This is an optimization exercise on Yosys and OpenROAD, whose aim is small area, a short achievable clock period and few clock cycles per item, not a production implementation.
The RTL was checked by simulation tests, not by an equivalence proof against the original design.
Power and IR drop assume default switching activity.

## exp/lagoon
// sana_envbank
module sana_envbank (
    input  wire        clk,
    input  wire        rst,
    input  wire        in_valid,
    output wire        in_ready,
    input  wire [2:0]  in_op,
    input  wire [1:0]  in_unit,
    input  wire [79:0] in_data,
    output reg         out_valid,
    output reg  [8:0]  out_state,
    output wire [47:0] out_value,
    output reg         out_err
);
For scale: ~3,300 cells after synthesis, ~610 flip-flops, ~0.035 mm2 of cells after synthesis.
clock: 19.0 ns
lec_check: 0
cap_margin: 20
core_margin: 2
core_utilization: 40
cts_buf_list: sky130_fd_sc_hd__clkbuf_8
cts_cluster_diameter: 150
cts_cluster_size: 12
slew_margin: 20
synth_hierarchical: 1
synth_minimum_keep_size: 0
standard.sh (not shown) runs the stock make flow with config.mk's settings and CLKGATE_MAP_FILE= SYNTH_SCRIPT=/design/flow/synth_recipe.tcl, a recipe that flattens the netlist after the stock synthesis.
==> flow/flow/run.sh <==
#!/bin/bash
# Layout: the standard flow (its synthesis unchanged), with timing repair
# aiming at a shorter cycle than the 19 ns clock: the clock, the delays at the
# ports and every other constraint stay as they are. make's output goes to
# make_flow.log; ORFS keeps each step's log under orfs/logs.
set -euo pipefail
cd "$(dirname "$0")/.."
export SETUP_SLACK_MARGIN=14.0
export BUFFER_PORTS_ARGS="-buffer_cell sky130_fd_sc_hd__buf_2"
bash standard.sh > make_flow.log 2>&1
exp/lagoon has completed all stages; timing, DRC and antenna checks passed.
Testbench counts of exp/lagoon, summed over its fixed seeds: cycles 36,512, items 32,000.
Here is what was changed in the inputs of exp/xenon compared with exp/lagoon.
Settings: removing CTS_BUF_LIST (formerly sky130_fd_sc_hd__clkbuf_8); changing CTS_CLUSTER_SIZE from 12 to 20.
Findings:
From exp/lagoon to exp/xenon the numbers moved as follows: final cycle utilization of the critical path lower, proportion of power drawn by the clock network increased by 2.6 points relative to the old numbers, number of standard cells in the layout, taps in and fillers out has decreased. exp/xenon vs exp/lagoon on average wire per cell in the routed design: exp/xenon is the higher one. [exp/xenon] layout-stage area growth over the synthesis result fell 0.23 points relative to exp/lagoon. The total non-filler cell area in the finished layout was comparable across exp/lagoon and exp/xenon.
Input-level comparison between exp/ember and exp/xenon:
-- flow/flow/run.sh --
<<< exp/xenon, line 6
set -euo pipefail
cd "$(dirname "$0")/.."
export SETUP_SLACK_MARGIN=14.0
export BUFFER_PORTS_ARGS="-buffer_cell sky130_fd_sc_hd__buf_2"
bash standard.sh > make_flow.log 2>&1
>>> exp/ember, line 6
set -euo pipefail
cd "$(dirname "$0")/.."
export SETUP_SLACK_MARGIN=14.15
export BUFFER_PORTS_ARGS="-buffer_cell sky130_fd_sc_hd__buf_4"
bash standard.sh > make_flow.log 2>&1
### Flow results
exp/ember and exp/xenon ended up with nearly the same power.
Worst hold slack (exp/ember over exp/xenon): decrease, 0.0046 ns
Summary of the comparison: utilization of the core after routing is higher in exp/ember, relative to exp/xenon.
Clock-buffer cell count was lower in the run labelled exp/ember.
The global-route usage on exp/xenon is in line with that on exp/ember.
From exp/xenon to exp/ember the numbers moved as follows: sequential share of layout area now smaller; via count of the first global-routing pass now larger; final worst-path cycle share comparable; post-route cell area now larger.
Modified inputs, exp/violet compared to exp/ember
Settings: an added GPL_TIMING_DRIVEN of 1.
-- flow/flow/run.sh --
<<< exp/ember, line 6
set -euo pipefail
cd "$(dirname "$0")/.."
export SETUP_SLACK_MARGIN=14.15
export BUFFER_PORTS_ARGS="-buffer_cell sky130_fd_sc_hd__buf_4"
bash standard.sh > make_flow.log 2>&1
>>> exp/violet, line 6
set -euo pipefail
cd "$(dirname "$0")/.."
export SETUP_SLACK_MARGIN=14.0
export BUFFER_PORTS_ARGS="-buffer_cell sky130_fd_sc_hd__buf_2"
bash standard.sh > make_flow.log 2>&1
## What came out
Compared with exp/ember, exp/violet shows total length of routed wires lower by 1.1%.
The last weighted congestion value of the routability-driven placer of exp/violet and that of exp/ember are within noise of each other.
The data arrival time of the critical path of exp/violet and that of exp/ember are within noise of each other.
Changes observed in exp/violet relative to exp/ember: critical path depth stayed essentially flat; wire length on met3 shows an increase of 2.1%; number of antenna violations at the first check in global routing down 4; switching power total moved up.
Re power density of the placed cells: exp/ember was lower than exp/violet.
Of the two values seen for critical path endpoint, out_value[39] was produced by exp/ember and out_value[45] by exp/violet.
exp/ember and exp/violet ended up with roughly the same flip-flop and latch area.

---

sana_envbank, a different RTL version from the one above (not shown whole).
Size: ~3,400 cells after synthesis, roughly 610 flip-flops, ~150 I/O pins.
==> flow/config.mk <==
export PLATFORM = sky130hd
export DESIGN_NAME = sana_envbank
export DESIGN_NICKNAME = sana_envbank
export VERILOG_FILES = /design/flow/design.v
export SDC_FILE = /design/flow/constraint.sdc
export NUM_CORES = 4
export LEC_CHECK = 0
export CAP_MARGIN = 20
export CORE_MARGIN = 2
export CORE_UTILIZATION = 60
export CTS_CLUSTER_DIAMETER = 150
export CTS_CLUSTER_SIZE = 20
export SLEW_MARGIN = 20
export SYNTH_HIERARCHICAL = 1
export SYNTH_MINIMUM_KEEP_SIZE = 0
==> flow/constraint.sdc <==
create_clock -name core_clock -period 19.0 [get_ports {clk}]
set_input_delay 3.8000 -clock core_clock [delete_from_list [all_inputs] [get_ports {clk}]]
set_output_delay 3.8000 -clock core_clock [all_outputs]
set_load 0.01 [all_outputs]
==> flow/flow/run.sh <==
#!/bin/bash
# Layout: the standard flow (its synthesis unchanged), with timing repair
# aiming at a shorter cycle than the 19 ns clock: the clock, the delays at the
# ports and every other constraint stay as they are. make's output goes to
# make_flow.log; ORFS keeps each step's log under orfs/logs.
set -euo pipefail
cd "$(dirname "$0")/.."
export SETUP_SLACK_MARGIN=14.0
export BUFFER_PORTS_ARGS="-buffer_cell sky130_fd_sc_hd__buf_4"
bash standard.sh > make_flow.log 2>&1
Testbench counts at the start, summed over its fixed seeds: cycles 36,512, items 32,000.
Change:
Settings changed: TNS_END_PERCENT set to 10.
Effect:
- The changed run went through all stages and came out clean
- routed wire length is lower slightly
- hold slack degrades by 11 ps
- sequential cell count is unchanged
- core utilization is lower by 0.13 points
- die area does not change
- critical path depth is lower by 4
- synthesized cell count stays the same
- clock power is higher slightly
- non-clock buffer count is lower by 2
- global-route usage barely changes

port drivers added, routing unchanged:
In the flow no input, the clock included, has a driving cell. The finished layouts below were timed again as built, in two steps.
Step 1 (the two cells are an assumption about what drives the block):
set clk [get_ports {clk}]
set_driving_cell -lib_cell sky130_fd_sc_hd__clkbuf_16 $clk
set_driving_cell -lib_cell sky130_fd_sc_hd__buf_2 [delete_from_list [all_inputs] $clk]
Step 2 moves the port delays by t, midway between the first and last clock arrival at a register: inputs arrive t later, outputs are due t later. That takes back most of the time a late clock gives input paths.
Slacks: ideal ports / drivers / drivers and shift; pairs: ideal ports / drivers.
run	t (ns)	setup WS [ns]	worst slew at a driven data input, ns
exp/lagoon	0.768	13.880 / 13.818 / 13.487	0.05
exp/xenon	0.635	13.994 / 13.932 / 13.456	0.05
exp/ember	0.629	14.001 / 13.939 / 13.610	0.04
exp/violet	0.635	13.994 / 13.932 / 13.456	0.05
the first run of note 2	0.641	14.010 / 13.951 / 13.404	0.04
the second run of note 2	0.621	13.947 / 13.937 / 13.361	0.04
After both steps setup and hold are still met in every run listed. The setup slack of the first run of note 2, which loses most, moves by -0.059 ns with the drivers and by -0.606 ns with both steps.
